Context: an optimization exercise on an open-source flow, tuned for small area, a short achievable clock period and few clock cycles per item. The choices shown serve that exercise and are no tape-out recipe.
Only simulation tests tie the RTL to the original design; equivalence was not proved.

Design simon_engine, start of the top module:
module simon_engine (
    input  wire         clk,
    input  wire         rst_n,       
    input  wire         start,
    input  wire [1:0]   op,
    input  wire         variant,
    input  wire [255:0] key,         
    input  wire [63:0]  din0,        
    input  wire [63:0]  din1,        
    output reg          busy,
    output reg          done,
    output reg          err,
    output reg          ks_valid,
    output wire [63:0]  dout0,
    output wire [63:0]  dout1
);
Size: ~4400 cells after synthesis, roughly 660 flip-flops, ~48000 sq um of cells after synthesis.
export LEC_CHECK = 0
export ABC_CLOCK_PERIOD_IN_PS = 2500
export CAP_MARGIN = 20
export CORE_MARGIN = 2
export CORE_UTILIZATION = 50
export PLACE_DENSITY = 0.65
export SETUP_SLACK_MARGIN = 3.5
export SLEW_MARGIN = 20
export SYNTH_MEMORY_MAX_BITS = 8192
create_clock -name core_clock -period 6.0 [get_ports {clk}]
standard.sh (not shown) runs the stock make flow with config.mk's settings and CLKGATE_MAP_FILE= SYNTH_SCRIPT=/design/flow/synth_recipe.tcl, a recipe that flattens the netlist after the stock synthesis.
==> flow/flow/run.sh <==
#!/bin/bash
# The standard layout (the standard.sh: standard synthesis and ORFS steps),
# with the port buffers that buffer_ports inserts made of buf_2 cells.
set -euo pipefail
bash standard.sh finish "BUFFER_PORTS_ARGS=-buffer_cell sky130_fd_sc_hd__buf_2" > flow_finish.log 2>&1
Testbench counts at the start, summed over its fixed seeds: cycles 20,128, items 544.
Next try:
- ABC_CLOCK_PERIOD_IN_PS: 2500 -> 2400
- CORE_UTILIZATION: 50 -> 60
- PLACE_DENSITY: 0.65 -> 0.75
- SETUP_SLACK_MARGIN: 3.5 -> 3.6
Critical path depth falls by 6.
Flip-flop and latch count stays the same.
Fmax rose slightly.
Cell area rises slightly.
Synthesized cell count stays the same.
Wire length increases slightly.
Next try:
- ABC_CLOCK_PERIOD_IN_PS: 2400 -> 2500
- CORE_UTILIZATION: 60 -> 75
- PLACE_DENSITY: 0.75 -> 0.85
- SETUP_SLACK_MARGIN: 3.6 -> 3.5
The changed run passed the timing, DRC and antenna checks.
Die area is lower by about 20%.
Setup slack degrades by 190 ps.
Clock-buffer cell count is unchanged.
Fmax fell by about 7%.
Synthesized area is unchanged.
Design area came out lower by about 3.7%.
Worst hold slack improves by 58 ps.
Global-route usage came out higher by 9.4 points.

## run 1
The RTL this note starts from:
==> flow/design.v <==
module simon_engine (
    input  wire         clk,
    input  wire         rst_n,       
    input  wire         start,
    input  wire [1:0]   op,
    input  wire         variant,
    input  wire [255:0] key,         
    input  wire [63:0]  din0,        
    input  wire [63:0]  din1,        
    output reg          busy,
    output reg          done,
    output reg          err,
    output reg          ks_valid,
    output wire [63:0]  dout0,
    output wire [63:0]  dout1
);
    localparam integer R = 3;               
    localparam integer N = 72 / R;          
    localparam [1:0] OP_KEXP = 2'd0, OP_ENC = 2'd1, OP_DEC = 2'd2;
    localparam [63:0] Z = 64'h3DC94C3A046D678B;
    reg [6:0]  cnt;             
    reg        kx;              
    reg        is_dec;
    reg        var_r;
    reg        last;            
    reg        declast;         
    reg [255:0] xw;             
    reg [255:0] yw;             
    reg [63:0]  a, b;           
    assign dout0 = a;
    assign dout1 = b;
    function [63:0] rotl;
        input [63:0] x;
        input integer r;
        rotl = (x << r) | (x >> (64 - r));
    endfunction
    function [63:0] rotr;
        input [63:0] x;
        input integer r;
        rotr = (x >> r) | (x << (64 - r));
    endfunction
    function [63:0] round_f;
        input        v;
        input [63:0] x;
        begin
            if (v)
                round_f = (rotl(x, 1) ^ rotl(x, 8)) ^ rotl(x, 2);
            else
                round_f = (rotl(x, 1) & rotl(x, 8)) ^ rotl(x, 2);
        end
    endfunction
    function [127:0] ztab;
        input integer jj;
        input integer bwd;
        integer c, m;
        begin
            ztab = 128'd0;
            for (c = 0; c < N - 1; c = c + 1) begin
                m = bwd ? (76 - R * (c + 2) + jj) : (R * c + 4 + jj);
                ztab[c] = Z[(m + 62 * 4 - 4) % 62];
            end
        end
    endfunction
    localparam [127:0] ZF0 = ztab(0, 0), ZF1 = ztab(1, 0), ZF2 = ztab(2, 0), ZF3 = ztab(3, 0);
    localparam [127:0] ZB0 = ztab(0, 1), ZB1 = ztab(1, 1), ZB2 = ztab(2, 1), ZB3 = ztab(3, 1);
    wire [3:0] zf = {ZF3[cnt], ZF2[cnt], ZF1[cnt], ZF0[cnt]};
    wire [3:0] zbk = {ZB3[cnt], ZB2[cnt], ZB1[cnt], ZB0[cnt]};
    wire first = (cnt == 7'd0);
    reg [63:0] kf [0:R+3];
    reg [63:0] kb [0:R+3];
    reg [255:0] xnext, ynext;
    reg [63:0] ta, tb, tk;
    integer j;
    always @* begin
        for (j = 0; j < 4; j = j + 1)
            kf[j] = xw[64*j +: 64];
        for (j = 0; j < R; j = j + 1)
            kf[j+4] = ~kf[j] ^ rotr(kf[j+3], 3) ^ rotr(kf[j+3], 4)
                    ^ kf[j+1] ^ rotr(kf[j+1], 1)
                    ^ {62'd0, 1'b1, ~zf[j]};
        for (j = 0; j < 4; j = j + 1)
            xnext[64*j +: 64] = kf[R + j];
        for (j = 0; j < 4; j = j + 1)
            kb[R+j] = yw[64*j +: 64];
        for (j = R - 1; j >= 0; j = j - 1)
            kb[j] = ~kb[j+4] ^ rotr(kb[j+3], 3) ^ rotr(kb[j+3], 4)
                  ^ kb[j+1] ^ rotr(kb[j+1], 1)
                  ^ {62'd0, 1'b1, ~zbk[j]};
        for (j = 0; j < 4; j = j + 1)
            ynext[64*j +: 64] = kb[j];
        ta = a;
        tb = b;
        for (j = 0; j < R; j = j + 1) begin
            tk = is_dec ? yw[64*(R-1-j) +: 64] : xw[64*j +: 64];
            {ta, tb} = {tb, ta ^ round_f(var_r, tb) ^ tk};
        end
    end
    wire accept = start && !busy;
    wire run_ok = ks_valid && (op == OP_ENC || op == OP_DEC);
    always @(posedge clk) begin
        if (busy) begin
            a <= declast ? tb : ta;
            b <= declast ? ta : tb;
        end else begin
            a <= op[1] ? din1 : din0;
            b <= op[1] ? din0 : din1;
        end
        if (accept && op == OP_KEXP)
            xw <= key;
        else if (busy)
            xw <= last ? yw : xnext;
        if (busy) begin
            if (last || (kx && first))
                yw <= xw;
            else if (!kx)
                yw <= ynext;
        end
    end
    always @(posedge clk) begin
        if (!rst_n) begin
            busy     <= 1'b0;
            done     <= 1'b0;
            last     <= 1'b0;
            declast  <= 1'b0;
            err      <= 1'b0;
            ks_valid <= 1'b0;
        end else begin
            done    <= 1'b0;
            last    <= 1'b0;
            declast <= 1'b0;
            if (busy) begin
                if (cnt == N - 2) begin
                    last    <= 1'b1;
                    declast <= is_dec;
                end
                cnt <= cnt + 7'd1;
                if (last) begin
                    busy <= 1'b0;
                    done <= 1'b1;
                    if (kx)
                        ks_valid <= 1'b1;
                end
            end else if (accept) begin
                err <= 1'b0;
                cnt <= 7'd0;
                kx  <= (op == OP_KEXP);
                if (op == OP_KEXP) begin
                    ks_valid <= 1'b0;
                    busy     <= 1'b1;
                end else if (run_ok) begin
                    is_dec <= (op == OP_DEC);
                    var_r  <= variant;
                    busy   <= 1'b1;
                end else begin
                    err  <= 1'b1;
                    done <= 1'b1;
                end
            end
        end
    end
endmodule
export LEC_CHECK = 0
export ABC_CLOCK_PERIOD_IN_PS = 3500
export CAP_MARGIN = 20
export CORE_MARGIN = 2
export CORE_UTILIZATION = 40
export SETUP_SLACK_MARGIN = 2.5
export SLEW_MARGIN = 20
export SYNTH_MEMORY_MAX_BITS = 8192
create_clock -name core_clock -period 6.0 [get_ports {clk}]
Scripts as last shown in full above: flow/flow/run.sh
Run 1: full flow OK, the timing, DRC and antenna checks passed
Testbench counts of run 1, summed over its fixed seeds: cycles 13,600, items 544.
## Diff of input files: run 2 against run 1
==> flow/run.sh (new file) <==
#!/bin/bash
# synth_recipe.tcl (not shown) runs the flow's synth.tcl, then flattens the netlist and writes it again
# the make line also repeats each setting of config.mk as NAME=value (left out here)
make -C /OpenROAD-flow-scripts/flow DESIGN_CONFIG=/design/flow/config.mk WORK_HOME=/design/flow/orfs CLKGATE_MAP_FILE= SYNTH_SCRIPT=/design/flow/synth_recipe.tcl finish
removed: flow/flow/run.sh
removed: flow/standard.sh
## What came out
Run 1: all stages complete, timing, DRC and antenna checks passed
Run 2: flow completed, timing, DRC and antenna clean
Run 1 reports its worst setup path endpoint as b[17]$_DFF_P_ while run 2 reports yw[199]$_DFFE_PP_.

==> static timing again, ports no longer ideal <==
The results above use ideal ports. As a check the final layouts listed here were re-extracted and re-timed, cells and wires unchanged.
Step 1 sets driving cells, clkbuf_16 on the clock port and buf_2 on the other inputs (assumed; they add their load-dependent delay and slew).
Step 2 adds t to the input delays and takes it off the output delays; t is the mean of the earliest and latest rising clock arrival at the registers after step 1. Input paths then give back, and output paths get back, about the clock's delay inside the block.
a / b / c = no drivers / after step 1 / after step 2; a / b = the first two.
| run | t, ns | slack for setup (ns) | hold WS [ns] | latest minus earliest clock arrival (ns) |
|---|---|---|---|---|
| the first run of note 1 | 0.740 | 3.458 / 3.442 / 2.769 | 0.473 / 0.473 / 0.473 | 0.021 / 0.021 |
| the second run of note 1 | 0.695 | 3.479 / 3.456 / 2.761 | 0.493 / 0.493 / 0.493 | 0.035 / 0.034 |
| the third run of note 1 | 0.709 | 3.293 / 3.293 / 2.713 | 0.550 / 0.550 / 0.550 | 0.027 / 0.026 |
| run 1 | 0.796 | 2.423 / 2.423 / 1.766 | 0.490 / 0.490 / 0.490 | 0.034 / 0.033 |
| run 2 | 0.800 | 2.457 / 2.457 / 1.937 | 0.476 / 0.476 / 0.476 | 0.043 / 0.044 |
After both steps every run listed still meets setup and hold. For the second run of note 1, which loses most, drivers alone change the setup slack by -0.023 ns; drivers and shift together by -0.718 ns.
